This is an optimization exercise on Yosys and OpenROAD, whose aim is small area, a short achievable clock period and few clock cycles, not a production implementation. No functional check of the RTL was part of any run shown here. No activity file was given, so power comes from the tool's default toggle rates.

### flow/design.v
module bk_unpack (
    input  wire        clk,
    input  wire        rst,             
    input  wire        start,           
    input  wire [15:0] packed_size,
    input  wire [15:0] unpacked_size,
    input  wire [15:0] buf_len,
    output wire        idle,
    output reg         done,            
    output reg  [3:0]  status,
    output reg         mem_req,
    output reg         mem_we,
    output reg  [15:0] mem_addr,
    output wire [7:0]  mem_wdata,
    input  wire        mem_gnt,
    input  wire [7:0]  mem_rdata
);
    localparam [3:0] ST_OK        = 4'd0,
                     ST_CHECKSUM  = 4'd1,
                     ST_TRAILER   = 4'd3,
                     ST_BUFSMALL  = 4'd4,
                     ST_SIZE      = 4'd5,
                     ST_READBND   = 4'd6,
                     ST_WRITEBND  = 4'd7,
                     ST_REFBND    = 4'd8;
    localparam [5:0] PF_AT = 6'd8;
    localparam [2:0] S_IDLE = 3'd0,
                     S_TRL  = 3'd1,    
                     S_NORM = 3'd2,    
                     S_HDR  = 3'd3,    
                     S_H2   = 3'd4,    
                     S_LIT  = 3'd5,    
                     S_REF  = 3'd6,    
                     S_FIN  = 3'd7;    
    reg  [2:0]  st;
    reg  [15:0] rptr;      
    reg  [2:0]  pf_iss;    
    reg  [2:0]  nx_cnt;    
    reg  [31:0] nxt;
    reg  [31:0] chunk;
    reg  [31:0] crc;
    reg  [5:0]  pos;       
    reg         fresh;     
    reg         rrq;       
    reg         commit_d;  
    reg         f6_r;      
    reg         f7_r;      
    reg         hz_pre;    
    reg  [16:0] dst;       
    reg  [12:0] nmd;       
    reg  [1:0]  tw;        
    reg  [8:0]  cnt;       
    reg         x9;        
    reg  [11:0] off;
    reg         rfirst;
    reg  [2:0]  c3;        
    reg         c3v;
    reg  [7:0]  wd_q;      
    reg         wd_rd;     
    reg         rdv;       
    reg         rdk;       
    reg         op_pf;     
    assign idle = (st == S_IDLE);
    assign mem_wdata = wd_rd ? mem_rdata : wd_q;
    wire sfree    = ~mem_req | mem_gnt;
    wire acc      = mem_req & mem_gnt;
    wire pf_arr   = rdv & rdk;
    wire ref_rd   = mem_req & ~mem_we & ~op_pf;    
    wire ref_racc = ref_rd & mem_gnt;
    wire nx_valid = nx_cnt[2];
    wire rptr_ok  = |rptr[15:2];    
    wire [15:0] pf_addr = rptr + {14'h3fff, ~pf_iss[1:0]};    
    wire active   = (st != S_IDLE) && (st != S_FIN);
    wire pf_want  = active && !pf_iss[2] && ((pf_iss != 3'd0) || rptr_ok);
    wire exhausted = (pf_iss == 3'd0) && !rptr_ok;
    wire [46:0] w0  = {nxt[14:0], chunk};
    wire [30:0] w1s = pos[4] ? w0[46:16] : w0[30:0];
    wire [22:0] w2s = pos[3] ? w1s[30:8] : w1s[22:0];
    wire [18:0] w3s = pos[2] ? w2s[22:4] : w2s[18:0];
    wire [16:0] w4s = pos[1] ? w3s[18:2] : w3s[16:0];
    wire [15:0] w5s = pos[0] ? w4s[16:1] : w4s[15:0];
    wire [15:0] f   = pos[5] ? nxt[15:0] : w5s;
    wire [5:0] p1  = pos + 6'd1;
    wire [5:0] p5  = pos + 6'd5;
    wire [5:0] p8  = pos + 6'd8;
    wire [5:0] p10 = pos + 6'd10;
    wire [5:0] p11 = pos + 6'd11;
    wire [5:0] p12 = pos + 6'd12;
    wire [5:0] p13 = pos + 6'd13;
    wire x5  = pos > 6'd27;
    wire x8  = pos > 6'd24;
    wire x10 = pos > 6'd22;
    wire x11 = pos > 6'd21;
    wire x12 = pos > 6'd20;
    wire x13 = pos > 6'd19;
    reg  [5:0]  hp;        
    reg         hx;        
    reg  [1:0]  hkind;     
    reg  [8:0]  hcnt;
    reg  [11:0] hoff;
    reg  [2:0]  hc3;       
    always @* begin
        hoff = 12'd0;
        if (!c3[0]) begin
            if (!c3[1]) begin
                hp = p13; hx = x13;
                hkind = ({f[2], f[3], f[4]} == 3'd0) ? 2'd3 : 2'd0;
                hcnt = {6'd0, f[2], f[3], f[4]} - 9'd1;
                hc3 = f[15:13];
            end else begin
                hp = p10; hx = x10; hkind = 2'd1; hcnt = 9'd1;
                hoff = {4'd0, f[2], f[3], f[4], f[5], f[6], f[7], f[8], f[9]};
                hc3 = f[12:10];
            end
        end else begin
            case (c3[2:1])
            2'b00: begin
                hp = p12; hx = x12; hkind = 2'd1; hcnt = 9'd2;
                hoff = {3'd0, f[3], f[4], f[5], f[6], f[7], f[8], f[9], f[10], f[11]};
                hc3 = f[14:12];
            end
            2'b10: begin
                hp = p13; hx = x13; hkind = 2'd1; hcnt = 9'd3;
                hoff = {2'd0, f[3], f[4], f[5], f[6], f[7], f[8], f[9], f[10], f[11], f[12]};
                hc3 = f[15:13];
            end
            2'b01: begin
                hp = p11; hx = x11; hkind = 2'd2;
                hcnt = {1'b0, f[3], f[4], f[5], f[6], f[7], f[8], f[9], f[10]};
                hc3 = f[13:11];
            end
            default: begin
                hp = p11; hx = x11; hkind = 2'd0;
                hcnt = {1'b0, f[3], f[4], f[5], f[6], f[7], f[8], f[9], f[10]};
                hc3 = f[13:11];
            end
            endcase
        end
    end
    wire [5:0]  npos = (st == S_HDR) ? hp : (st == S_H2) ? p12 : p8;
    wire        xing = (st == S_HDR) ? hx : (st == S_H2) ? x12 : x8;
    wire [5:0]  pos_n = {npos[5] & ~xing, npos[4:0]};
    wire [2:0]  c3_n  = (st == S_HDR) ? hc3 : (st == S_H2) ? f[14:12] : f[10:8];
    wire        c3v_n = xing | nx_valid | ~(npos[5] | (npos[4:1] == 4'b1111));
    wire        pos30 = pos[5] | (pos[4:1] == 4'b1111);
    wire        c3_fill = (st == S_HDR) & ~dst[16] & ~c3v & (~pos30 | nx_valid);
    wire        sel_ra = (st == S_REF) & ~ref_rd;
    wire [17:0] sum_x  = {dst, 1'b1} + (sel_ra ? {5'd0, off, 1'b0} : {1'b1, ~rptr, 1'b1});
    wire [16:0] sum    = sum_x[17:1];
    wire        hz_now = sum[16];
    wire        cok     = nx_valid & (fresh | ~hz_pre);    
    wire        hz_stall = nx_valid & ~fresh & hz_pre;
    wire        dec_st  = (st == S_HDR) | (st == S_H2) | (st == S_LIT);
    wire        hdr_end = (st == S_HDR) & dst[16];         
    wire        pf_urgent = ~((st == S_HDR) | (st == S_H2) | (st == S_LIT) | (st == S_REF)) | (pos >= PF_AT);
    wire        pf_first  = pf_want & pf_urgent;
    wire        lit_slot = sfree & ~pf_first;
    wire        hdr_lit = ~c3[0] & ~c3[1];                 
    wire        en_hdr  = (st == S_HDR) & ~dst[16] & c3v & (~hdr_lit | lit_slot);
    wire        en_h2   = (st == S_H2);
    wire        en_lit  = (st == S_LIT) & ~dst[16] & lit_slot;
    wire        go_hdr  = en_hdr & (~hx | cok);
    wire        go_h2   = en_h2 & (~x12 | cok);
    wire        go_lit  = en_lit & (~x8 | cok);
    wire        go      = go_hdr | go_h2 | go_lit;          
    wire        commit  = (en_hdr & hx & cok) | (en_h2 & x12 & cok) | (en_lit & x8 & cok);
    wire        trl_take = (st == S_TRL) & nx_valid & ~commit_d & (tw[1] ^ tw[0]);
    wire        need_rr = dec_st & ~hdr_end & xing & hz_stall & ~rrq;
    wire        nobits  = (dec_st & ~hdr_end & xing & ~nx_valid & exhausted) |
                          ((st == S_HDR) & ~dst[16] & ~c3v & pos30 & ~nx_valid & exhausted);
    wire        lit_f7  = (st == S_LIT) & dst[16] & (~x8 | nx_valid);
    wire [7:0]  lbyte = {f[0], f[1], f[2], f[3], f[4], f[5], f[6], f[7]};
    wire        bnd_bad = ~nmd[12] & (off >= nmd[11:0]);
    wire        lit_go  = go_lit | (go_hdr & hdr_lit);
    wire        ref_w   = (st == S_REF) && ref_racc;
    wire        wr_go   = lit_go | ref_w;
    wire        ref_r   = (st == S_REF) & sfree & ~pf_first & ~ref_rd & ~(rfirst & bnd_bad) & ~dst[16];
    always @(posedge clk) begin
        if (rst) begin
            st      <= S_IDLE;
            done    <= 1'b0;
            status  <= ST_OK;
            mem_req <= 1'b0;
            mem_we  <= 1'b0;
            rdv     <= 1'b0;
            rrq     <= 1'b0;
            commit_d <= 1'b0;
            f6_r    <= 1'b0;
            f7_r    <= 1'b0;
        end else begin
            done   <= 1'b0;
            rdv    <= acc & ~mem_we;
            rdk    <= op_pf;
            if (!sel_ra) hz_pre <= hz_now;
            rrq    <= need_rr;
            f6_r   <= nobits & ~f6_r & ~f7_r;
            f7_r   <= lit_f7 & ~f6_r & ~f7_r;
            commit_d <= commit | trl_take;
            if (commit | trl_take) chunk <= nxt;
            if (commit_d) begin
                crc    <= crc ^ chunk;
                rptr   <= {rptr[15:2] - 14'd1, rptr[1:0]};
                nx_cnt <= 3'd0;
                pf_iss <= 3'd0;
                fresh  <= 1'b0;
            end
            if (rrq) begin
                c3v    <= 1'b0;
                pf_iss <= 3'd0;
                nx_cnt <= 3'd0;
                fresh  <= 1'b1;
            end
            if (acc) mem_req <= 1'b0;
            if (pf_arr) begin
                nxt    <= {mem_rdata, nxt[31:8]};
                nx_cnt <= nx_cnt + 3'd1;
            end
            if (mem_req && mem_we && wd_rd) begin
                wd_q  <= mem_rdata;
                wd_rd <= 1'b0;
            end
            if (sfree && pf_want && !ref_w && (pf_urgent || !(lit_go || ref_r))) begin
                mem_req  <= 1'b1;
                mem_we   <= 1'b0;
                mem_addr <= pf_addr;
                op_pf    <= 1'b1;
                pf_iss   <= pf_iss + 3'd1;
            end
            if (wr_go) begin
                mem_req  <= 1'b1;
                mem_we   <= 1'b1;
                mem_addr <= dst[15:0];
                op_pf    <= 1'b0;
                wd_rd    <= ref_w;
                dst      <= dst - 17'd1;
                cnt      <= cnt - 9'd1;
                if (!nmd[12]) nmd <= nmd + 13'd1;
                if (cnt == 9'd0) begin
                    if (x9) begin
                        cnt <= 9'd7;
                        x9  <= 1'b0;
                    end else begin
                        st  <= S_HDR;
                    end
                end
            end
            case (st)
            S_IDLE: begin
                mem_req <= 1'b0;
                if (start) begin
                    if (packed_size < 16'd12) begin
                        status <= ST_TRAILER;
                        done   <= 1'b1;
                    end else if (packed_size > buf_len || unpacked_size > buf_len) begin
                        status <= ST_BUFSMALL;
                        done   <= 1'b1;
                    end else begin
                        rptr   <= packed_size;
                        pf_iss <= 3'd0;
                        nx_cnt <= 3'd0;
                        dst    <= {1'b0, unpacked_size};
                        crc    <= 32'd0;
                        tw     <= 2'd0;
                        fresh  <= 1'b0;
                        st     <= S_TRL;
                    end
                end
            end
            S_TRL: begin
                if (nx_valid && !commit_d) begin
                    tw <= tw + 2'd1;
                    if (tw == 2'd0) begin
                        nx_cnt <= 3'd0;
                        pf_iss <= 3'd0;
                        rptr   <= {rptr[15:2] - 14'd1, rptr[1:0]};
                        if (nxt != {15'd0, dst}) begin
                            status  <= ST_SIZE;
                            done    <= 1'b1;
                            mem_req <= 1'b0;
                            st      <= S_IDLE;
                        end
                    end else if (tw == 2'd2) begin
                        pos   <= 6'd0;
                        dst   <= dst - 17'd1;
                        nmd   <= 13'd1;
                        c3v   <= 1'b0;
                        st    <= S_NORM;
                    end
                end
            end
            S_NORM: begin
                if (pos[5]) begin
                    st <= S_HDR;
                end else begin
                    chunk <= {chunk[30:0], 1'b0};
                    pos   <= p1;
                    if (chunk[31]) st <= S_HDR;
                end
            end
            S_HDR, S_H2, S_LIT: begin
                if (hdr_end) begin
                    st <= S_FIN;
                end else if (f6_r | f7_r) begin
                    status  <= f6_r ? ST_READBND : ST_WRITEBND;
                    done    <= 1'b1;
                    mem_req <= 1'b0;
                    st      <= S_IDLE;
                end
                if (c3_fill) begin
                    c3  <= f[2:0];
                    c3v <= 1'b1;
                end
                if (go) begin
                    pos <= pos_n;
                    c3  <= c3_n;
                    c3v <= c3v_n;
                    if (st == S_HDR) begin
                        cnt    <= hcnt;
                        x9     <= &c3;
                        off    <= hoff;
                        rfirst <= 1'b1;
                        st     <= (hkind == 2'd0) ? S_LIT : (hkind == 2'd1) ? S_REF :
                                  (hkind == 2'd2) ? S_H2 : S_HDR;
                        if (hdr_lit) wd_q <= {f[5], f[6], f[7], f[8], f[9], f[10], f[11], f[12]};
                    end else if (st == S_H2) begin
                        off <= {f[0], f[1], f[2], f[3], f[4], f[5], f[6], f[7], f[8], f[9], f[10], f[11]};
                        st  <= S_REF;
                    end else begin
                        wd_q <= lbyte;
                    end
                end
            end
            S_REF: begin
                if (rfirst && bnd_bad) begin
                    status  <= ST_REFBND;
                    done    <= 1'b1;
                    mem_req <= 1'b0;
                    st      <= S_IDLE;
                end else if (dst[16] && !ref_rd) begin
                    status  <= ST_WRITEBND;
                    done    <= 1'b1;
                    mem_req <= 1'b0;
                    st      <= S_IDLE;
                end else begin
                    rfirst <= 1'b0;
                    if (ref_r) begin
                        mem_req  <= 1'b1;
                        mem_we   <= 1'b0;
                        mem_addr <= sum[15:0];
                        op_pf    <= 1'b0;
                    end
                end
            end
            S_FIN: begin
                if (!(mem_req && mem_we && !mem_gnt)) begin
                    status  <= (crc != 32'd0) ? ST_CHECKSUM : ST_OK;
                    done    <= 1'b1;
                    mem_req <= 1'b0;
                    st      <= S_IDLE;
                end
            end
            default: st <= S_IDLE;
            endcase
        end
    end
endmodule
### flow/constraint.sdc
create_clock -name core_clock -period 6.0 [get_ports {clk}]
set_input_delay 1.2000 -clock core_clock [delete_from_list [all_inputs] [get_ports {clk}]]
set_output_delay 1.2000 -clock core_clock [all_outputs]
set_load 0.01 [all_outputs]
### flow/flow/run.sh
#!/bin/bash
# Layout: the standard ORFS flow (standard.sh, unchanged synthesis and
# steps), with the port buffers that global placement inserts made
# sky130_fd_sc_hd__buf_1 cells instead of the default pick. Every input and
# output port still gets its own buffer. make's output goes to
# standard_flow.log; each ORFS step keeps its own log under orfs/logs/.
set -euo pipefail
export BUFFER_PORTS_ARGS="-buffer_cell sky130_fd_sc_hd__buf_1"
bash ./standard.sh > standard_flow.log 2>&1
### flow/standard.sh
#!/bin/bash
# synth_recipe.tcl (not shown) runs the flow's synth.tcl, then flattens the netlist and writes it again
# the make line also repeats each setting of config.mk as NAME=value (left out here)
make -C /OpenROAD-flow-scripts/flow DESIGN_CONFIG=/design/flow/config.mk WORK_HOME=/design/flow/orfs CLKGATE_MAP_FILE= SYNTH_SCRIPT=/design/flow/synth_recipe.tcl "${@:-finish}"
### flow/config.mk
export PLATFORM = sky130hd
export DESIGN_NAME = bk_unpack
export DESIGN_NICKNAME = bk_unpack
export VERILOG_FILES = /design/flow/design.v
export SDC_FILE = /design/flow/constraint.sdc
export NUM_CORES = 4
export LEC_CHECK = 0
export CAP_MARGIN = 20
export CORE_MARGIN = 2
export CORE_UTILIZATION = 65
export SETUP_SLACK_MARGIN = 2.0
export SLEW_MARGIN = 20
==> flow_summary_export.csv, run 1 <==
group,metric,value,unit
setup_path,crit_type,"reg2reg",
logic_synthesis,synth_flop_cell,"edfxtp_1",
power,powerDensity,399,nW/um^2
clocking,cts_tree,"yes",
sta,hold_viol,0,
run_status,status,"finished clean",
power,cellLeakagePower,6.79,nW
setup_path,crit_arrival,4350,ps
clocking,clk_pin_slew,70,ps
route,wl_per_cell,24.6,um
place,gp_congestion,1.01,
place,dp_hpwl,39400,um
clocking,cts-root-buf,"clkbuf_16",
final_layout,utilization,73.0,%
clocking,cts_buffers,26,
global_routing,grtUsageTotal,37.9,%
global_routing,grt_pass1_wl,83100,um
sta,slew_headroom,26.5,%
final_layout,stdcell_count,2228,
route,drt-total-wl,54900,um
clocking,numClockSinks,227,
global_routing,grt_max_degree,90,
setup_path,crit_path_start_kind,"flop",
setup_path,r2r_setup_slack,2040,ps
logic_synthesis,yosysWarningCount,1,
setup_path,required,6390,ps
sta,finalSetupViolCount,0,
hold_path,hp-class,"reg2reg",
route,drt_iter0_drc,2607,
logic_synthesis,synthArstFlopShare,0,%
logic_synthesis,synth_nets,1956,
logic_synthesis,ys_seq_area_share,38.6,%
final_layout,diodes,0,
sta,min_period_over_period,66.0,%
logic_synthesis,synth-edff-count,212,
job,maxCapViolations,0,
floorplanning,num_rows,59,
final_layout,fin_nets,2025,
sta,timing.fmax,253,MHz
sta,tns,0,ps
global_routing,grt_overflow,0,
route,vias_per_cell,7.07,
floorplanning,core_area,26100,um^2
sta,min_period,3960,ps
global_routing,antenna_found_initial,0,
floorplanning,io_pins,92,
floorplanning,dieArea,27900,um^2
setup_path,endpoint_kind,"flop",
logic_synthesis,synth_cell_types,90,
place,port_buffers,91,
final_layout,synthToLayoutAreaGrowth,10.1,%
route,route.detailed.drc,0,
sta,slew_violations,0,
route,antenna_left,0,
clocking,htreeDepth,1,
route,drtPass1Iterations,6,
final_layout,drive_gt1_share,11.0,%
sta,tightest_slew,1090,ps
logic_synthesis,syn_area,17300,um^2
floorplanning,start_util,66.3,%
logic_synthesis,synth-seq-cells,227,
floorplanning,chipWidth,167,um
power,ir_drop,0.337,mV
global_routing,grt_pass1_vias,14526,
place,dp_slack,1310,ps
clocking,cts_hold_buf,0,
clocking,clockBufferDepth,3,
logic_synthesis,postSynthCellCount,1804,
setup_path,path_max_fanout,23,
place,dp_cells,2154,
sta,clock_skew,15.8,ps
sta,rsz0062_at_grt,"yes",
clocking,clock_latency,550,ps
sta,finalWorstSetupSlack,2040,ps
floorplanning,fp.dieH,167,um
route,num_vias,15751,
logic_synthesis,syn_area_per_cell,9.57,um^2
registers in the layout (all words and copies together) (netlist names), 6 cells and up:
register,count
cnt,9
nxt,32
chunk,32
mem_addr,16
crc,32
nmd,13
dst,17
rptr,16
pos,6
wd_q,8
off,12
path summary, 6_finish.rpt:
| kind | cells after the start | to | from |
|---|---|---|---|
| min reg2reg | 0 | nxt[22] | nxt[30] |
| min | 0 | nxt[22] | nxt[30] |
| max | 12 | nmd[9] | rptr[3] |
| max reg2reg | 12 | nmd[9] | rptr[3] |
cells in the final DEF (no fill, tap or decap), types with 14 or more instances in the layout:
master | netlist | layout
nand2_1 | 220 | 217
edfxtp_1 | 212 | 212
nor2_1 | 176 | 170
o21ai_0 | 126 | 125
buf_1 | 6 | 91
ha_1 | 90 | 90
a21oi_1 | 91 | 88
mux2i_1 | 73 | 73
xor2_1 | 59 | 59
inv_1 | 62 | 58
xnor2_1 | 49 | 49
buf_4 | 6 | 41
mux4_2 | 37 | 37
nor3_1 | 36 | 36
nor4_1 | 31 | 31
clkbuf_16 | 0 | 29
a31oi_1 | 28 | 28
nand3_1 | 26 | 26
mux2_2 | 26 | 26
a211oi_1 | 22 | 22
nand4_1 | 19 | 19
o221ai_1 | 18 | 18
a21o_1 | 16 | 16
and2_1 | 16 | 16
o211ai_1 | 14 | 14
nor2b_1 | 15 | 14
a22oi_1 | 14 | 14
o22ai_1 | 14 | 14
dfxtp_1 | 15 | 14
timing repair:
item | CTS | global route
gates resized for setup | 14 | 20
setup endpoints to repair | 120 | 78
cloned | 1 | 3
setup buffers | 10 | 12
pin swaps | 2 | 4
per-stage QoR:
step           area [um^2]  hold WS, ps  power, mW
2_1_floorplan        17300          450       4.81
3_3_place_gp         17800          466       5.60
3_5_place_dp         17800          474       5.70
4_1_cts              18800          486       7.35
5_1_grt              19000          504       7.94
6_report             19000          483       7.59
kinds of logic after synthesis:
kind of cell,Yosys count,share of synthesized area [%]
adder cells (fa/ha/maj),92,6.75
AND/OR/NAND/NOR,625,17.0
AO/OA/AOI/OAI,448,17.2
XOR/XNOR,108,5.48
buffers and inverters,168,4.17
flip-flops,227,38.6
multiplexers,136,10.8
cell usage after synthesis (all sizes together) (5+ instances only):
| cell type | instances | area [um^2] |
|---|---|---|
| nand3b | 5 | 37.5 |
| xnor2 | 49 | 429 |
| and3 | 10 | 62.6 |
| o211ai | 14 | 105 |
| nor4 | 33 | 219 |
| nor2 | 178 | 673 |
| buf | 41 | 244 |
| a32o | 5 | 50.1 |
| a21o | 16 | 120 |
| a311oi | 9 | 96.4 |
| nand2 | 220 | 826 |
| nand4 | 20 | 131 |
| o221ai | 18 | 158 |
| a211o | 5 | 43.8 |
| a21oi | 93 | 473 |
| o21ai | 127 | 636 |
| edfxtp | 212 | 6370 |
| nor3b | 9 | 67.6 |
| xor2 | 59 | 517 |
| mux2 | 26 | 293 |
| a211oi | 23 | 178 |
| nor3 | 37 | 190 |
| a22oi | 14 | 105 |
| o21a | 11 | 82.6 |
| or3 | 13 | 81.3 |
| mux2i | 73 | 731 |
| clkbuf | 59 | 221 |
| a31oi | 28 | 175 |
| dfxtp | 15 | 300 |
| nor2b | 15 | 93.8 |
| inv | 64 | 240 |
| ha | 90 | 1130 |
| and2 | 17 | 106 |
| or2 | 8 | 50.1 |
| mux4 | 37 | 833 |
| nand3 | 26 | 130 |
| a221o | 9 | 90.1 |
| nand2b | 13 | 81.3 |
| o22ai | 14 | 87.6 |
| o31ai | 7 | 52.6 |
area by class of cell:
type | instances | area (um^2)
clock buffer | 29 | 683
sequential | 227 | 6670
timing repair inverter | 1 | 5.00
tap | 335 | 419
fill | 1945 | 7050
inverter | 68 | 272
clock inverter | 19 | 180
multi-input combinational | 1410 | 10000
timing repair buffer | 139 | 790
report_power, final:
group,leakage (nW),internal (mW),total [mW],switching [mW]
logic,4.21,1.39,3.33,1.95
clock network,0.410,0.948,1.63,0.678
registers,2.17,2.17,2.63,0.458
total,6.79,4.51,7.59,3.08
per-layer routing:
metal  GRT usage, %  vias up  routed length (um)
met2           57.4     1106               24300
met3           7.25      172                6810
li1               -     6919                   -
met4           11.6        0                1960
met1           55.5     7554               21800
met5              0        -                   0
critical path: stages, from the launching register on:
cell and delay [ps]:
edfxtp_1 510, inv_1 160, ha_1 240, nor4bb_2 300, nand4_1 130, buf_4 210, a311oi_4 400, nand4_2 200
o21a_4 340, buf_4 260, or4_4 560, or3_1 320, a21oi_1 150
==> inputs of run 2 (changes only) <==
--- a/flow/config.mk
+++ b/flow/config.mk
@@ -9,4 +9,4 @@
 export CORE_MARGIN = 2
 export CORE_UTILIZATION = 65
-export SETUP_SLACK_MARGIN = 2.0
+export SETUP_SLACK_MARGIN = 2.2
 export SLEW_MARGIN = 20
==> run 2 against run 1 <==
  * Hold slack gained 0.68 ps
  * Critical endpoint is now mem_addr[13]
  * Largest power group unchanged
  * Setup slack gained 170 ps
  * Combinational power grew 2%
  * Still clean on timing, DRC and antenna
==> flow_summary_export.csv, run 2 <==
group,metric,value,unit
run_status,status,"finished clean",
final_layout,final_common_cell,"nand2_1",
floorplanning,core_area,26100,um^2
sta,finalSetupViolCount,0,
logic_synthesis,yosysTopAreaCellShare,36.9,%
clocking,cts_buffers,27,
logic_synthesis,syn_area,17300,um^2
logic_synthesis,synthArstFlopShare,0,%
logic_synthesis,synth_nets,1956,
sta,timing.fmax,264,MHz
power,powerDensity,402,nW/um^2
power,cellLeakagePower,6.95,nW
clocking,htreeDepth,1,
global_routing,grt_overflow,0,
power,swShare,40.7,%
final_layout,utilization,74.4,%
logic_synthesis,synth_top_area_cell,"edfxtp_1",
global_routing,grt_pass1_vias,14748,
logic_synthesis,synth-edff-count,212,
logic_synthesis,postSynthCellCount,1804,
route,drt_iter0_drc,2287,
route,wl_per_cell,25.0,um
sta,tns,0,ps
setup_path,path_max_fanout,5,
final_layout,synthToLayoutAreaGrowth,12.3,%
clocking,cts_hold_buf,0,
route,route.detailed.drc,0,
sta,min_period_over_period,63.2,%
final_layout,reg_top3,"chunk x32, crc x32, nxt x32",
sta,min_period,3790,ps
floorplanning,fp.dieH,167,um
logic_synthesis,synth_common_cells,"nand2_1 (220), edfxtp_1 (212), nor2_1 (176)",
final_layout,fin_nets,2049,
setup_path,crit_type,"reg2reg",
place,port_buffers,91,
hold_path,hp-class,"reg2reg",
power,p_comb_share,43.8,%
sta,slew_headroom,32.1,%
global_routing,antenna_found_initial,3,
clocking,clock_latency,560,ps
floorplanning,dieArea,27900,um^2
clocking,clk_pin_slew,60,ps
sta,hold_viol,0,
clocking,numClockSinks,227,
route,antenna_left,0,
final_layout,layout_common_cells,"nand2_1 (216), edfxtp_1 (212), nor2_1 (170)",
floorplanning,chipWidth,167,um
setup_path,crit_path_start_kind,"flop",
global_routing,grt_pass1_wl,85000,um
logic_synthesis,yosysWarningCount,1,
route,drt-total-wl,56300,um
power,internal_power,4.62,mW
route,num_vias,15813,
power,share_seq_of_total_power,34.0,%
final_layout,diodes,0,
place,dp_cells,2156,
clocking,clockBufferDepth,3,
logic_synthesis,synth-seq-cells,227,
route,drtPass1Iterations,6,
sta,slew_violations,0,
logic_synthesis,synth_area_leaders,"edfxtp_1 (37%), ha_1 (6.5%), mux4_2 (4.8%), nand2_1 (4.8%), mux2i_1 (4.2%)",
power,ir_drop,0.381,mV
global_routing,grt_max_degree,100,
final_layout,stdcell_count,2253,
logic_synthesis,yosysMostFrequentCell,"nand2_1",
floorplanning,start_util,66.3,%
setup_path,endpoint_kind,"flop",
job,maxCapViolations,0,
clocking,cts-root-buf,"clkbuf_16",
final_layout,drive_gt1_share,13.4,%
sta,clock_skew,15.9,ps
setup_path,required,6280,ps
sta,rsz0062_at_grt,"yes",
route,vias_per_cell,7.02,
logic_synthesis,syn_area_per_cell,9.57,um^2
power,power_switching,3.17,mW
place,dp_hpwl,39900,um
clocking,cts_tree,"yes",
setup_path,crit_arrival,4070,ps
logic_synthesis,synth_cell_types,90,
sta,finalWorstSetupSlack,2210,ps
power,clockPowerShare,22.2,%
logic_synthesis,ys_seq_area_share,38.6,%
global_routing,grtUsageTotal,39.1,%
sta,tightest_slew,1010,ps
floorplanning,io_pins,92,
floorplanning,num_rows,59,
logic_synthesis,synth_flop_cell,"edfxtp_1",
place,dp_slack,1040,ps
place,gp_congestion,1.01,
-- run 2: cell counts after synthesis --
Identical to the previous run, type by type.
-- run 2: logic make-up after synthesis --
group / after synthesis / share of synthesized area [%]
muxes: 136 / 10.8
and+or+nand+nor: 625 / 17.0
DFF: 227 / 38.6
xor gates and xnor gates: 108 / 5.48
AOI/OAI and AO/OA: 448 / 17.2
buffers and inverters: 168 / 4.17
adders and majority gates: 92 / 6.75
-- run 2: final cells by class --
class	instances	area, um^2
Clock buffer	35	716
Timing Repair Buffer	163	988
Multi-Input combinational cell	1410	10100
Fill cell	1902	6670
Tap cell	335	419
Clock inverter	15	195
Sequential cell	227	6680
Inverter	68	279
-- run 2: per-stage QoR --
step | hold slack, ps | power [mW] | cell area [um^2]
after floorplan | 450 | 4.81 | 17300
after global placement | 473 | 5.62 | 17800
after detailed placement | 471 | 5.71 | 17800
after CTS | 481 | 7.53 | 19000
after global routing | 506 | 8.11 | 19400
final | 484 | 7.79 | 19400
-- run 2: path summary, 6_finish.rpt --
kind	slack [ps]	start	cells past startpoint	to
setup / recovery	2210	op_pf	14	mem_addr[13]
hold / removal	480	status[2]	2	status[2]
setup reg to reg	2210	op_pf	14	mem_addr[13]
hold reg to reg	480	status[2]	2	status[2]
-- run 2: critical path, cell delays in order (launching register included) --
cell,delay (ps)
edfxtp_1,410
or3b_4,440
nand2_4,100
clkinvlp_4,160
a21boi_1,220
inv_1,70
fa_1,450
nor2b_4,140
o31a_1,240
o2111ai_2,170
a21oi_2,240
nor3_1,100
or4_1,520
a31oi_2,180
a211oi_1,60
-- run 2: power groups by stage --
stage / combinational [mW] / clock (mW) / sequential (mW)
final: 3.41 / 1.73 / 2.65
after global routing: 3.66 / 1.78 / 2.67
after CTS: 3.17 / 1.72 / 2.63
after detailed placement: 3.03 / 0 / 2.68
after global placement: 2.96 / 0 / 2.66
after floorplan: 2.40 / 0 / 2.41
-- run 2: per-layer routing --
layer	vias to the layer above	wire (um)	share of wire (%)	global-route usage, %
li1	6988	-	-	-
met3	199	7610	13	10.0
met2	1156	24700	44	59.1
met5	-	13	0.023	0
met4	2	2350	4.2	14.8
met1	7468	21600	38	54.4
-- run 2: repair_timing --
item,in CTS,in global routing
setup endpoints to repair,171,133
setup buffers,16,28
resized for setup,36,44
pin swaps,5,17
cloned,1,2
==> inputs of run 3 (changes only) <==
--- a/flow/design.v
+++ b/flow/design.v
@@ -81,19 +81,8 @@
     wire [15:0] w5s = pos[0] ? w4s[16:1] : w4s[15:0];
     wire [15:0] f   = pos[5] ? nxt[15:0] : w5s;
-    wire [5:0] p1  = pos + 6'd1;
-    wire [5:0] p5  = pos + 6'd5;
-    wire [5:0] p8  = pos + 6'd8;
-    wire [5:0] p10 = pos + 6'd10;
-    wire [5:0] p11 = pos + 6'd11;
-    wire [5:0] p12 = pos + 6'd12;
-    wire [5:0] p13 = pos + 6'd13;
-    wire x5  = pos > 6'd27;
-    wire x8  = pos > 6'd24;
-    wire x10 = pos > 6'd22;
-    wire x11 = pos > 6'd21;
-    wire x12 = pos > 6'd20;
-    wire x13 = pos > 6'd19;
-    reg  [5:0]  hp;        
-    reg         hx;        
+    wire [3:0] hn = ~c3[0] ? (c3[1] ? 4'd10 : 4'd5) : (c3[1] ? 4'd11 : (c3[2] ? 4'd13 : 4'd12));
+    wire [3:0] nbits = (st == S_HDR) ? hn : (st == S_H2) ? 4'd12 : (st == S_LIT) ? 4'd8 : 4'd1;
+    wire [5:0] npos  = pos + {2'd0, nbits};
+    wire       xing  = npos[5] & (|npos[4:0]);
     reg  [1:0]  hkind;     
     reg  [8:0]  hcnt;
@@ -104,10 +93,8 @@
         if (!c3[0]) begin
             if (!c3[1]) begin
-                hp = p13; hx = x13;
-                hkind = ({f[2], f[3], f[4]} == 3'd0) ? 2'd3 : 2'd0;
-                hcnt = {6'd0, f[2], f[3], f[4]} - 9'd1;
-                hc3 = f[15:13];
+                hkind = 2'd0; hcnt = {6'd0, f[2], f[3], f[4]};
+                hc3 = f[7:5];
             end else begin
-                hp = p10; hx = x10; hkind = 2'd1; hcnt = 9'd1;
+                hkind = 2'd1; hcnt = 9'd1;
                 hoff = {4'd0, f[2], f[3], f[4], f[5], f[6], f[7], f[8], f[9]};
                 hc3 = f[12:10];
@@ -116,20 +103,20 @@
             case (c3[2:1])
             2'b00: begin
-                hp = p12; hx = x12; hkind = 2'd1; hcnt = 9'd2;
+                hkind = 2'd1; hcnt = 9'd2;
                 hoff = {3'd0, f[3], f[4], f[5], f[6], f[7], f[8], f[9], f[10], f[11]};
                 hc3 = f[14:12];
             end
             2'b10: begin
-                hp = p13; hx = x13; hkind = 2'd1; hcnt = 9'd3;
+                hkind = 2'd1; hcnt = 9'd3;
                 hoff = {2'd0, f[3], f[4], f[5], f[6], f[7], f[8], f[9], f[10], f[11], f[12]};
                 hc3 = f[15:13];
             end
             2'b01: begin
-                hp = p11; hx = x11; hkind = 2'd2;
+                hkind = 2'd2;
                 hcnt = {1'b0, f[3], f[4], f[5], f[6], f[7], f[8], f[9], f[10]};
                 hc3 = f[13:11];
             end
             default: begin
-                hp = p11; hx = x11; hkind = 2'd0;
+                hkind = 2'd0;
                 hcnt = {1'b0, f[3], f[4], f[5], f[6], f[7], f[8], f[9], f[10]};
                 hc3 = f[13:11];
@@ -138,6 +125,4 @@
         end
     end
-    wire [5:0]  npos = (st == S_HDR) ? hp : (st == S_H2) ? p12 : p8;
-    wire        xing = (st == S_HDR) ? hx : (st == S_H2) ? x12 : x8;
     wire [5:0]  pos_n = {npos[5] & ~xing, npos[4:0]};
     wire [2:0]  c3_n  = (st == S_HDR) ? hc3 : (st == S_H2) ? f[14:12] : f[10:8];
@@ -145,8 +130,6 @@
     wire        pos30 = pos[5] | (pos[4:1] == 4'b1111);
     wire        c3_fill = (st == S_HDR) & ~dst[16] & ~c3v & (~pos30 | nx_valid);
-    wire        sel_ra = (st == S_REF) & ~ref_rd;
-    wire [17:0] sum_x  = {dst, 1'b1} + (sel_ra ? {5'd0, off, 1'b0} : {1'b1, ~rptr, 1'b1});
-    wire [16:0] sum    = sum_x[17:1];
-    wire        hz_now = sum[16];
+    wire [16:0] sum    = dst + {5'd0, off};                
+    wire        hz_now = $signed(dst) < $signed({1'b0, rptr});
     wire        cok     = nx_valid & (fresh | ~hz_pre);    
     wire        hz_stall = nx_valid & ~fresh & hz_pre;
@@ -156,21 +139,20 @@
     wire        pf_first  = pf_want & pf_urgent;
     wire        lit_slot = sfree & ~pf_first;
-    wire        hdr_lit = ~c3[0] & ~c3[1];                 
-    wire        en_hdr  = (st == S_HDR) & ~dst[16] & c3v & (~hdr_lit | lit_slot);
+    wire        en_hdr  = (st == S_HDR) & ~dst[16] & c3v;
     wire        en_h2   = (st == S_H2);
     wire        en_lit  = (st == S_LIT) & ~dst[16] & lit_slot;
-    wire        go_hdr  = en_hdr & (~hx | cok);
-    wire        go_h2   = en_h2 & (~x12 | cok);
-    wire        go_lit  = en_lit & (~x8 | cok);
+    wire        go_hdr  = en_hdr & (~xing | cok);
+    wire        go_h2   = en_h2 & (~xing | cok);
+    wire        go_lit  = en_lit & (~xing | cok);
     wire        go      = go_hdr | go_h2 | go_lit;          
-    wire        commit  = (en_hdr & hx & cok) | (en_h2 & x12 & cok) | (en_lit & x8 & cok);
+    wire        commit  = (en_hdr | en_h2 | en_lit) & xing & cok;
     wire        trl_take = (st == S_TRL) & nx_valid & ~commit_d & (tw[1] ^ tw[0]);
     wire        need_rr = dec_st & ~hdr_end & xing & hz_stall & ~rrq;
     wire        nobits  = (dec_st & ~hdr_end & xing & ~nx_valid & exhausted) |
                           ((st == S_HDR) & ~dst[16] & ~c3v & pos30 & ~nx_valid & exhausted);
-    wire        lit_f7  = (st == S_LIT) & dst[16] & (~x8 | nx_valid);
+    wire        lit_f7  = (st == S_LIT) & dst[16] & (~xing | nx_valid);
     wire [7:0]  lbyte = {f[0], f[1], f[2], f[3], f[4], f[5], f[6], f[7]};
     wire        bnd_bad = ~nmd[12] & (off >= nmd[11:0]);
-    wire        lit_go  = go_lit | (go_hdr & hdr_lit);
+    wire        lit_go  = go_lit;
     wire        ref_w   = (st == S_REF) && ref_racc;
     wire        wr_go   = lit_go | ref_w;
@@ -192,5 +174,5 @@
             rdv    <= acc & ~mem_we;
             rdk    <= op_pf;
-            if (!sel_ra) hz_pre <= hz_now;
+            hz_pre <= hz_now;
             rrq    <= need_rr;
             f6_r   <= nobits & ~f6_r & ~f7_r;
@@ -294,5 +276,5 @@
                 end else begin
                     chunk <= {chunk[30:0], 1'b0};
-                    pos   <= p1;
+                    pos   <= npos;
                     if (chunk[31]) st <= S_HDR;
                 end
@@ -320,7 +302,5 @@
                         off    <= hoff;
                         rfirst <= 1'b1;
-                        st     <= (hkind == 2'd0) ? S_LIT : (hkind == 2'd1) ? S_REF :
-                                  (hkind == 2'd2) ? S_H2 : S_HDR;
-                        if (hdr_lit) wd_q <= {f[5], f[6], f[7], f[8], f[9], f[10], f[11], f[12]};
+                        st     <= (hkind == 2'd0) ? S_LIT : (hkind == 2'd1) ? S_REF : S_H2;
                     end else if (st == S_H2) begin
                         off <= {f[0], f[1], f[2], f[3], f[4], f[5], f[6], f[7], f[8], f[9], f[10], f[11]};
--- a/flow/config.mk
+++ b/flow/config.mk
@@ -9,4 +9,6 @@
 export CORE_MARGIN = 2
 export CORE_UTILIZATION = 65
-export SETUP_SLACK_MARGIN = 2.2
+export CTS_BUF_LIST = sky130_fd_sc_hd__clkbuf_8
+export CTS_CLUSTER_SIZE = 40
+export SETUP_SLACK_MARGIN = 2.4
 export SLEW_MARGIN = 20
==> run 3 against run 2 <==
  * Still clean
  * Combinational power decreased by 76%
  * Via count decreased by 5.8%
  * Hold slack got worse by 8.4 ps
  * Flip-flop and latch count unchanged
  * Sequential power decreased by 23%
  * Critical path type unchanged
==> flow_summary_export.csv, run 3 <==
group,metric,value,unit
logic_synthesis,synth_cell_types,87,
setup_path,critical_path_depth,19,
setup_path,worst-path-buf-inv,6,
setup_path,endpoint_kind,"flop",
power,share_seq_of_total_power,47.2,%
power,ir_drop,0.207,mV
logic_synthesis,synthArstFlopShare,0,%
setup_path,rr_worst_depth,19,
logic_synthesis,yosysMostFrequentCell,"edfxtp_1",
setup_path,worstPathCellList,"buf_6 > nor2_4 > nand2_2 > nand2_4 > o21ai_2 > ha_2 > inv_2 > fa_2 > o211a_1 > o2111a_2 > buf_4 > o211a_4 > buf_6 > o31ai_4 > buf_6 > buf_12 > nor4_1 > xnor2_1 > o21ai_0",
floorplanning,fp.dieH,164,um
global_routing,grt_pass1_wl,77200,um
hold_path,holdPathStages,2,
global_routing,grt_pass1_vias,13798,
sta,tns,0,ps
power,power_switching,1.31,mW
floorplanning,start_util,66.1,%
logic_synthesis,synth_flop_cell,"edfxtp_1",
logic_synthesis,synth_nets,1842,
logic_synthesis,synth_common_cells,"edfxtp_1 (212), nor2_1 (170), nand2_1 (168)",
power,powerDensity,223,nW/um^2
place,port_buffers,91,
run_status,status,"finished clean",
power,swShare,30.5,%
clocking,cts_hold_buf,0,
route,wl_per_cell,23.5,um
floorplanning,chipWidth,164,um
floorplanning,num_rows,58,
logic_synthesis,synth_top_area_cell,"edfxtp_1",
setup_path,slowest_stage,"fa_2",
logic_synthesis,syn_area_per_cell,9.84,um^2
route,route.detailed.drc,0,
logic_synthesis,synth_area_leaders,"edfxtp_1 (38%), ha_1 (7.0%), mux4_2 (4.2%), mux2i_1 (4.0%), nor2_1 (3.8%)",
final_layout,synthToLayoutAreaGrowth,16.3,%
power,clockPowerShare,33.6,%
route,drt_iter0_drc,1975,
clocking,htreeDepth,2,
place,placed_area,17200,um^2
sta,hold_viol,0,
clocking,clockBufferDepth,3,
route,drt-total-wl,51900,um
setup_path,crit_path_start_kind,"flop",
final_layout,fin_nets,2004,
setup_path,crit_type,"reg2reg",
sta,min_period,3830,ps
clocking,cts_buffers,41,
final_layout,fin_area,19300,um^2
setup_path,critPathLaunch,"c3[1]",
final_layout,diodes,0,
logic_synthesis,yosysTopAreaCellShare,38.4,%
final_layout,drive_gt1_share,18.4,%
setup_path,cp_slowest_stage_delay,540,ps
sta,clock_skew,52.6,ps
sta,tightest_slew,1040,ps
sta,finalSetupViolCount,0,
logic_synthesis,syn_area,16600,um^2
setup_path,required,6260,ps
logic_synthesis,postSynthCellCount,1686,
clocking,clock_latency,570,ps
setup_path,path_max_fanout,8,
floorplanning,io_pins,92,
global_routing,grt_overflow,0,
sta,timing.fmax,261,MHz
floorplanning,dieArea,26800,um^2
logic_synthesis,synth-seq-cells,227,
setup_path,path_delay_family,"compound AO/OA/AOI/OAI gates",
global_routing,grt_max_degree,89,
final_layout,reg_top3,"chunk x32, crc x32, nxt x32",
sta,slew_violations,0,
route,antenna_left,0,
floorplanning,core_area,25100,um^2
setup_path,crit_top_cell,"buf_6",
logic_synthesis,yosysWarningCount,1,
clocking,cts_tree,"yes",
power,p_comb_share,19.2,%
global_routing,antenna_found_initial,0,
place,gp_congestion,1.01,
route,num_vias,14890,
hold_path,hp-start,"status[1]",
power,internal_power,2.99,mW
final_layout,final_common_cell,"edfxtp_1",
logic_synthesis,synth-edff-count,212,
global_routing,grtUsageTotal,37.6,%
sta,slew_headroom,28.9,%
job,maxCapViolations,0,
clocking,clk_pin_slew,70,ps
logic_synthesis,ys_seq_area_share,40.2,%
hold_path,hp-class,"reg2reg",
route,vias_per_cell,6.75,
clocking,cts-root-buf,"clkbuf_8",
place,dp_hpwl,35900,um
route,drtPass1Iterations,7,
setup_path,crit_arrival,4090,ps
final_layout,layout_common_cells,"edfxtp_1 (212), nand2_1 (162), nor2_1 (156)",
clocking,numClockSinks,227,
sta,rsz0062_at_grt,"yes",
sta,min_period_over_period,63.9,%
setup_path,rr_startpoint,"c3[1]",
power,cellLeakagePower,7.13,nW
## run 3: worst register-to-register path, stage by stage (launching register included)
cell	delay, ps
edfxtp_1	420
buf_6	130
nor2_4	30
nand2_2	120
nand2_4	80
o21ai_2	150
ha_2	210
inv_2	50
fa_2	540
o211a_1	140
o2111a_2	280
buf_4	130
o211a_4	210
buf_6	120
o31ai_4	50
buf_6	170
buf_12	130
nor4_1	310
xnor2_1	150
o21ai_0	100
## run 3: kinds of logic (layout without fill, tap and decap cells)
| kind of cell | Yosys count | in the layout | share of synthesized area [%] |
|---|---|---|---|
| xor+xnor | 102 | 102 | 5.38 |
| buf+inv | 173 | 362 | 4.25 |
| compound gates | 377 | 379 | 15.3 |
| simple gates | 565 | 565 | 16.0 |
| flops | 227 | 227 | 40.2 |
| mux | 146 | 146 | 11.5 |
| fa+ha+maj | 96 | 96 | 7.37 |
## run 3: metrics by stage
step / cells / util (%) / setup slack [ps] / power (mW) / hold WS (ps)
2_1_floorplan: 1686 / - / 2410 / 2.54 / 450
3_3_place_gp: 2046 / 68.5 / 1370 / 2.76 / 458
3_5_place_dp: 2046 / 68.5 / 1220 / 2.79 / 470
4_1_cts: 2166 / 73.9 / 2390 / 4.23 / 481
5_1_grt: 2207 / 76.9 / 2100 / 4.45 / 493
6_report: 2207 / 76.9 / 2170 / 4.30 / 475
## run 3: layout make-up
cell class                      count  area [um^2]
Multi-Input combinational cell   1288         9770
Sequential cell                   227         6680
Fill cell                        1754         5810
Timing Repair Buffer              197         1300
Clock buffer                       44          606
Tap cell                          330          413
Inverter                           93          357
Clock inverter                     28          175
## run 3: power groups by stage
stage / Sequential (mW) / Combinational [mW] / Clock, mW
3_3_place_gp: 2.05 / 0.710 / 0
6_report: 2.03 / 0.824 / 1.45
4_1_cts: 2.02 / 0.772 / 1.44
2_1_floorplan: 1.98 / 0.560 / 0
3_5_place_dp: 2.05 / 0.732 / 0
5_1_grt: 2.04 / 0.897 / 1.51
## run 3: routing by layer
metal	vias up	part of all wire, %	track usage, %
li1	6657	-	-
met1	7064	39	49.1
met5	-	0	0
met3	211	10	6.39
met2	958	46	61.7
met4	0	5.2	16.8
## run 3: final timing paths
path	end	slack (ps)
worst max-delay path	dst[13]	2170
worst max register to register	dst[13]	2170
worst min-delay path	status[1]	480
worst min register to register	status[1]	480
## run 3: what timing repair did
item                                    CTS  global route
gates cloned                              2             3
gates resized for setup                  45            92
buffers inserted                         46            38
endpoints found under the setup margin  139           129
pin swaps                                20            50
==> inputs of run 4 (changes only) <==
--- a/flow/config.mk
+++ b/flow/config.mk
@@ -11,4 +11,4 @@
 export CTS_BUF_LIST = sky130_fd_sc_hd__clkbuf_8
 export CTS_CLUSTER_SIZE = 40
-export SETUP_SLACK_MARGIN = 2.4
+export SETUP_SLACK_MARGIN = 2.2
 export SLEW_MARGIN = 20
==> run 4 against run 3 <==
  * Non-clock buffer count decreased by 56
  * Final cell count decreased by 2.6%
  * Clock-buffer cell count increased by 1
  * Hold slack improved by 2.4 ps
  * Register-to-register slack improved by 120 ps
  * Clock skew decreased by 7.3 ps
  * Power decreased by 1.6%
  * Largest power group unchanged
==> flow_summary_export.csv, run 4 <==
group,metric,value,unit
run_status,status,"finished clean",
floorplanning,core_area,25100,um^2
logic_synthesis,postSynthCellCount,1686,
sta,rsz0062_at_grt,"no",
logic_synthesis,yosysTopAreaCellShare,38.4,%
route,drt-total-wl,49000,um
final_layout,layout_common_cells,"edfxtp_1 (212), nor2_1 (167), nand2_1 (166)",
setup_path,rr_worst_depth,15,
job,maxCapViolations,0,
route,wl_per_cell,22.8,um
logic_synthesis,synth_flop_cell,"edfxtp_1",
logic_synthesis,syn_area_per_cell,9.84,um^2
clocking,htreeDepth,2,
setup_path,required,6330,ps
final_layout,final_common_cell,"edfxtp_1",
setup_path,crit_type,"reg2reg",
sta,min_period_over_period,61.8,%
logic_synthesis,syn_area,16600,um^2
logic_synthesis,synth-edff-count,212,
logic_synthesis,yosysWarningCount,1,
final_layout,reg_top3,"chunk x32, crc x32, nxt x32",
setup_path,r2r_setup_slack,2290,ps
sta,tns,0,ps
clocking,cts-root-buf,"clkbuf_8",
logic_synthesis,synth_common_cells,"edfxtp_1 (212), nor2_1 (170), nand2_1 (168)",
final_layout,synthToLayoutAreaGrowth,11.1,%
final_layout,fin_nets,1945,
logic_synthesis,synth_top_area_cell,"edfxtp_1",
place,placed_area,17200,um^2
route,drt_iter0_drc,1873,
hold_path,holdPathStages,2,
floorplanning,dieArea,26800,um^2
clocking,clock_latency,580,ps
setup_path,reg2reg_to,"dst[14]",
logic_synthesis,synthArstFlopShare,0,%
final_layout,diodes,0,
power,cellLeakagePower,6.73,nW
sta,min_period,3710,ps
global_routing,grt_overflow,0,
power,ir_drop,0.226,mV
sta,slew_violations,0,
floorplanning,io_pins,92,
clocking,cts_tree,"yes",
logic_synthesis,synth_nets,1842,
setup_path,endpoint_kind,"flop",
hold_path,min_to,"status[1]",
logic_synthesis,synth_cell_types,87,
logic_synthesis,synth-seq-cells,227,
route,route.detailed.drc,0,
global_routing,grt_pass1_vias,13561,
final_layout,fin_area,18400,um^2
setup_path,rr_startpoint,"st[2]",
place,dp_hpwl,35400,um
logic_synthesis,synth_area_leaders,"edfxtp_1 (38%), ha_1 (7.0%), mux4_2 (4.2%), mux2i_1 (4.0%), nor2_1 (3.8%)",
setup_path,crit_path_start_kind,"flop",
sta,hold_viol,0,
place,port_buffers,91,
global_routing,grtUsageTotal,36.5,%
sta,tightest_slew,1030,ps
hold_path,hp-start,"status[1]",
floorplanning,chipWidth,164,um
global_routing,antenna_found_initial,0,
clocking,numClockSinks,227,
hold_path,hp-class,"reg2reg",
power,powerDensity,229,nW/um^2
sta,timing.fmax,270,MHz
clocking,clockBufferDepth,3,
sta,slew_headroom,31.1,%
setup_path,crit_arrival,4040,ps
floorplanning,num_rows,58,
floorplanning,start_util,66.1,%
floorplanning,fp.dieH,164,um
clocking,clk_pin_slew,70,ps
clocking,cts_hold_buf,0,
final_layout,num-fill-cells,1928,
sta,clock_skew,45.3,ps
global_routing,grt_pass1_wl,75400,um
clocking,cts_buffers,40,
route,num_vias,14258,
logic_synthesis,yosysMostFrequentCell,"edfxtp_1",
sta,finalSetupViolCount,0,
place,gp_congestion,1.01,
global_routing,grt_max_degree,79,
route,antenna_left,0,
final_layout,drive_gt1_share,13.1,%
setup_path,path_max_fanout,14,
logic_synthesis,ys_seq_area_share,40.2,%
route,vias_per_cell,6.63,
route,drtPass1Iterations,6,
[run 4: cell count changes in the layout (fill, tap and decap cells not counted), moves of 5 or more]
cell,previous run,this run
buf_4,80,38
nor2_1,156,167
nor3_1,34,43
nor3_2,11,2
buf_6,16,8
nor2_2,7,1
o21ai_0,92,98
nor2_4,7,2
[run 4: logic make-up (layout without fill, tap and decap cells)]
logic type	count (synthesis)	after routing	synth area share, %
mux	146	146	11.5
compound gates	377	377	15.3
simple gates	565	565	16.0
fa+ha+maj	96	96	7.37
flops	227	227	40.2
buf+inv	173	306	4.25
xor+xnor	102	102	5.38
[run 4: report_power, final]
group | total (mW) | switching [mW] | internal, mW
registers | 2.02 | 0.155 | 1.87
clock network | 1.43 | 0.689 | 0.743
logic | 0.773 | 0.445 | 0.328
[run 4: routing by layer]
layer	wire length, um	share of wire, %	track usage, %	up-vias
met2	22700	46	58.9	770
met1	19200	39	47.9	6809
li1	-	-	-	6517
met4	2580	5.3	17.9	0
met5	0	0	0	-
met3	4470	9.1	6.14	162
[run 4: area by class of cell]
class,count,area [um^2],share of cell area [%]
Timing Repair Buffer,141,786,4.26
Clock inverter,27,166,0.903
Tap cell,330,413,2.24
Inverter,93,354,1.92
Clock buffer,45,619,3.36
Sequential cell,227,6670,36.2
Multi-Input combinational cell,1286,9430,51.1
[run 4: stage by stage]
stage                     std cells  hold slack [ps]  util (%)  power [mW]  setup slack (ps)
after detailed placement       2048              464      68.5        2.79              1060
final                          2149              478      73.4        4.23              2290
after CTS                      2134              474      72.6        4.22              2220
after floorplan                1686              450         -        2.54              2200
after global routing           2149              488      73.4        4.39              2160
after global placement         2048              458      68.5        2.76              1200
[run 4: worst max-delay path by stage]
| stage | from | end | slack [ps] | cells after the start |
|---|---|---|---|---|
| finish | st[2] | dst[14] | 2290 | 15 |
| global route | c3[1] | dst[14] | 2160 | 16 |
| CTS | c3[1] | cnt[0] | 2220 | 15 |
| detailed placement | st[2] | mem_addr[2] | 1060 | 15 |
| global placement | st[2] | mem_addr[6] | 1200 | 15 |
| floorplan | st[0] | mem_addr[5] | 2200 | 18 |
[run 4: worst max-delay path, cell delays in order, from the launching register on]
cell and delay (ps):
dfxtp_4 390, nor2b_4 180, and2_4 180, nand2_2 80, o21ai_2 140, ha_2 190
inv_1 50, fa_2 550, o211a_1 140, o2111a_2 250, o211a_4 240, nor2_1 50
buf_4 220, a2111oi_4 380, o21ai_1 120, a221o_1 300
[run 4: what timing repair did]
item,CTS,global route
gates resized for setup,30,22
pin swaps,4,9
cloned,0,0
setup endpoints to repair,132,95
hold endpoints to repair,0,0
buffers inserted,14,15
==> inputs of run 5 (changes only) <==
--- a/flow/design.v
+++ b/flow/design.v
@@ -70,5 +70,7 @@
     wire nx_valid = nx_cnt[2];
     wire rptr_ok  = |rptr[15:2];    
-    wire [15:0] pf_addr = rptr + {14'h3fff, ~pf_iss[1:0]};    
+    wire [13:0] rw_m1   = rptr[15:2] - 14'd1;
+    wire [2:0]  pf_lo   = {1'b0, rptr[1:0]} + {1'b0, ~pf_iss[1:0]};
+    wire [15:0] pf_addr = {pf_lo[2] ? rptr[15:2] : rw_m1, pf_lo[1:0]};
     wire active   = (st != S_IDLE) && (st != S_FIN);
     wire pf_want  = active && !pf_iss[2] && ((pf_iss != 3'd0) || rptr_ok);
@@ -182,5 +184,5 @@
             if (commit_d) begin
                 crc    <= crc ^ chunk;
-                rptr   <= {rptr[15:2] - 14'd1, rptr[1:0]};
+                rptr   <= {rw_m1, rptr[1:0]};
                 nx_cnt <= 3'd0;
                 pf_iss <= 3'd0;
@@ -255,5 +257,5 @@
                         nx_cnt <= 3'd0;
                         pf_iss <= 3'd0;
-                        rptr   <= {rptr[15:2] - 14'd1, rptr[1:0]};
+                        rptr   <= {rw_m1, rptr[1:0]};
                         if (nxt != {15'd0, dst}) begin
                             status  <= ST_SIZE;
==> run 5 against run 4 <==
  * Critical path depth up 2
  * Setup slack got worse by 38 ps
  * Die area fell by 0.21%
  * Flip-flop and latch count did not move
  * Highest routed layer unchanged
  * Clock-buffer cell count unchanged
  * Synthesized cell count down 0.30%
  * Wire length grew 1.8%
  * Global-route usage is 0.47 points higher
  * Power grew 0.49%
  * Synthesized area down 0.21%
  * Clock power grew 4%
  * First-iteration DRC count grew 16%
==> flow_summary_export.csv, run 5 <==
group,metric,value,unit
run_status,status,"finished clean",
setup_path,slowest_stage,"edfxtp_1",
route,num_vias,14194,
floorplanning,start_util,65.9,%
global_routing,grt_pass1_wl,75800,um
hold_path,hp-start,"nxt[31]",
logic_synthesis,synth_cell_types,85,
hold_path,holdPathStages,0,
power,powerDensity,230,nW/um^2
power,power_switching,1.29,mW
logic_synthesis,yosysTopAreaCellShare,38.4,%
sta,whs,477,ps
place,gp_congestion,0.984,
final_layout,drive_gt1_share,14.2,%
logic_synthesis,yosysWarningCount,1,
power,swShare,30.3,%
clocking,htreeDepth,2,
floorplanning,fp.dieH,164,um
clocking,clk_pin_slew,60,ps
setup_path,critPathLaunch,"c3[0]",
setup_path,cp_slowest_stage_delay,470,ps
route,drtPass1Iterations,17,
setup_path,r2r_setup_slack,2250,ps
global_routing,antenna_found_initial,0,
logic_synthesis,syn_area_per_cell,9.85,um^2
setup_path,reg2reg_to,"st[0]",
final_layout,diodes,0,
sta,finalSetupViolCount,0,
place,port_buffers,91,
setup_path,crit_path_start_kind,"flop",
global_routing,grtUsageTotal,36.9,%
sta,slew_headroom,19.2,%
logic_synthesis,synth_flop_cell,"edfxtp_1",
sta,slew_violations,0,
sta,tightest_slew,1210,ps
setup_path,rr_startpoint,"c3[0]",
sta,min_period,3750,ps
final_layout,num-fill-cells,1880,
route,wl_per_cell,23.4,um
clocking,clockBufferDepth,3,
floorplanning,core_area,25100,um^2
logic_synthesis,synth-edff-count,212,
setup_path,path_max_fanout,10,
setup_path,required,6480,ps
logic_synthesis,ys_seq_area_share,40.3,%
route,vias_per_cell,6.65,
sta,timing.fmax,267,MHz
final_layout,layout_common_cells,"edfxtp_1 (212), nor2_1 (186), nand2_1 (156)",
power,internal_power,2.96,mW
setup_path,rr_worst_depth,17,
logic_synthesis,yosysMostFrequentCell,"edfxtp_1",
final_layout,reg_top3,"chunk x32, crc x32, nxt x32",
clocking,numClockSinks,227,
route,drt_iter0_drc,2166,
hold_path,hp-class,"reg2reg",
logic_synthesis,syn_area,16600,um^2
hold_path,min_to,"nxt[23]",
clocking,cts_tree,"yes",
logic_synthesis,synth-seq-cells,227,
setup_path,endpoint_kind,"flop",
setup_path,crit_type,"reg2reg",
final_layout,synthToLayoutAreaGrowth,11.5,%
power,cellLeakagePower,7.03,nW
global_routing,grt_max_degree,111,
setup_path,crit_arrival,4230,ps
logic_synthesis,synth_top_area_cell,"edfxtp_1",
power,p_comb_share,17.3,%
global_routing,grt_pass1_vias,13471,
job,maxCapViolations,0,
route,route.detailed.drc,0,
clocking,cts-root-buf,"clkbuf_8",
clocking,clock_latency,580,ps
logic_synthesis,synth_common_cells,"edfxtp_1 (212), nor2_1 (192), nand2_1 (160)",
floorplanning,num_rows,58,
logic_synthesis,synth_area_leaders,"edfxtp_1 (38%), ha_1 (6.9%), mux2i_1 (4.4%), nor2_1 (4.4%), mux4_2 (3.7%)",
final_layout,final_common_cell,"edfxtp_1",
route,drt-total-wl,49900,um
clocking,cts_hold_buf,0,
power,clockPowerShare,35.0,%
sta,min_period_over_period,62.5,%
power,ir_drop,0.281,mV
sta,clock_skew,27.5,ps
logic_synthesis,postSynthCellCount,1681,
floorplanning,dieArea,26800,um^2
floorplanning,chipWidth,164,um
logic_synthesis,synth_nets,1835,
power,share_seq_of_total_power,47.7,%
place,dp_hpwl,35300,um
sta,hold_viol,0,
global_routing,grt_overflow,0,
sta,rsz0062_at_grt,"yes",
logic_synthesis,synthArstFlopShare,0,%
route,antenna_left,0,
clocking,cts_buffers,41,
final_layout,fin_nets,1924,
sta,tns,0,ps
setup_path,worstPathCellList,"buf_4 > ha_1 > o21ai_0 > o21ai_1 > ha_1 > a21oi_2 > nor2b_1 > o21ai_1 > ha_1 > nand2_1 > a31o_4 > o21ai_2 > buf_4 > buf_4 > nor4_1 > nor3_1 > a21oi_1",
floorplanning,io_pins,92,
==> run 5: worst max-delay path by stage <==
stage,cells past startpoint,to
finish,17,st[0]
global route,17,mem_addr[15]
CTS,15,mem_addr[15]
detailed placement,14,mem_addr[1]
global placement,13,mem_addr[14]
floorplan,2,off[0]
==> run 5: critical path: cells and delay by family, from the launching register on <==
family	cells	cell delay (ps)
and+or+nand+nor	4	670
adders and majority gates	3	800
DFF	1	470
AOI/OAI and AO/OA	7	1190
buffers and inverters	3	520
==> run 5: per-stage QoR <==
step                      total power, mW  setup slack [ps]  util (%)  cells  instance area (um^2)
after global routing                 4.40              2150      73.5   2133                 18500
final                                4.25              2250      73.5   2133                 18500
after CTS                            4.22              2200      72.5   2122                 18200
after detailed placement             2.74              1380      68.2   2033                 17100
after global placement               2.71              1550      68.2   2032                 17100
after floorplan                      2.50              1870         -   1681                 16600
==> run 5: final cells by class <==
class	instances	area (um^2)	share of cell area (%)
clock inverter	31	194	1.05
inverter	73	278	1.50
sequential	227	6670	36.1
tap	330	413	2.24
timing repair buffer	140	858	4.65
multi-input combinational	1287	9430	51.1
clock buffer	45	619	3.35
==> run 5: kinds of logic after synthesis <==
kind of cell	after synthesis	synth area share [%]
adder cells (fa/ha/maj)	94	7.24
multiplexers	150	11.5
buffers and inverters	168	4.24
AO/OA/AOI/OAI	356	14.5
AND/OR/NAND/NOR	587	17.0
flip-flops	227	40.3
XOR/XNOR	99	5.24
==> run 5: power by group through the flow <==
| stage | Clock, mW | Combinational [mW] | Sequential (mW) |
|---|---|---|---|
| after floorplan | 0 | 0.513 | 1.99 |
| after global placement | 0 | 0.669 | 2.05 |
| after detailed placement | 0 | 0.695 | 2.05 |
| after CTS | 1.50 | 0.707 | 2.02 |
| after global routing | 1.56 | 0.804 | 2.04 |
| final | 1.49 | 0.735 | 2.03 |
==> run 5: repair_timing <==
item	4_1_cts	5_1_grt
endpoints found under the setup margin	136	105
setup buffers	11	9
pin swaps	4	6
gates cloned	2	2
gates resized for setup	38	27
hold endpoints to repair	0	0
==> run 5: routing by layer <==
layer	vias up	track usage (%)	wire length, um
met5	-	0	0
li1	6476	-	-
met3	200	5.92	4760
met1	6610	49.5	19800
met2	908	57.9	22400
met4	0	19.5	2940

[static timing again, ports no longer ideal]
The flow's constraints put no driver on any port. The routed layouts listed below were extracted and timed again, unchanged, in two steps.
Step 1, drivers: a clkbuf_16 drives clk and a buf_2 each remaining input, both assumed.
Step 2 moves the port delays by t, midway between the first and last clock arrival at a register: inputs arrive t later, outputs are due t later. That takes back most of the time a late clock gives input paths.
Three values: ideal ports, drivers, drivers and shift; two values: the first two.
| run | t, ns | setup WS [ns] | clock arrival spread, ns | slew at the worst register clock pin (ns) | pins driven straight from the clock port |
|---|---|---|---|---|---|
| run 1 | 0.592 | 2.040 / 2.040 / 1.597 | 0.016 / 0.016 | 0.07 / 0.07 | 1 |
| run 2 | 0.603 | 2.207 / 2.207 / 1.865 | 0.017 / 0.017 | 0.07 / 0.07 | 1 |
| run 3 | 0.593 | 2.165 / 2.165 / 1.978 | 0.052 / 0.053 | 0.07 / 0.07 | 1 |
| run 4 | 0.609 | 2.290 / 2.290 / 1.814 | 0.045 / 0.046 | 0.07 / 0.07 | 1 |
| run 5 | 0.613 | 2.252 / 2.252 / 1.772 | 0.028 / 0.027 | 0.07 / 0.07 | 1 |
After both steps setup and hold are still met in every run listed. The setup slack of run 5, which loses most, moves by 0.000 ns with the drivers and by -0.480 ns with both steps.
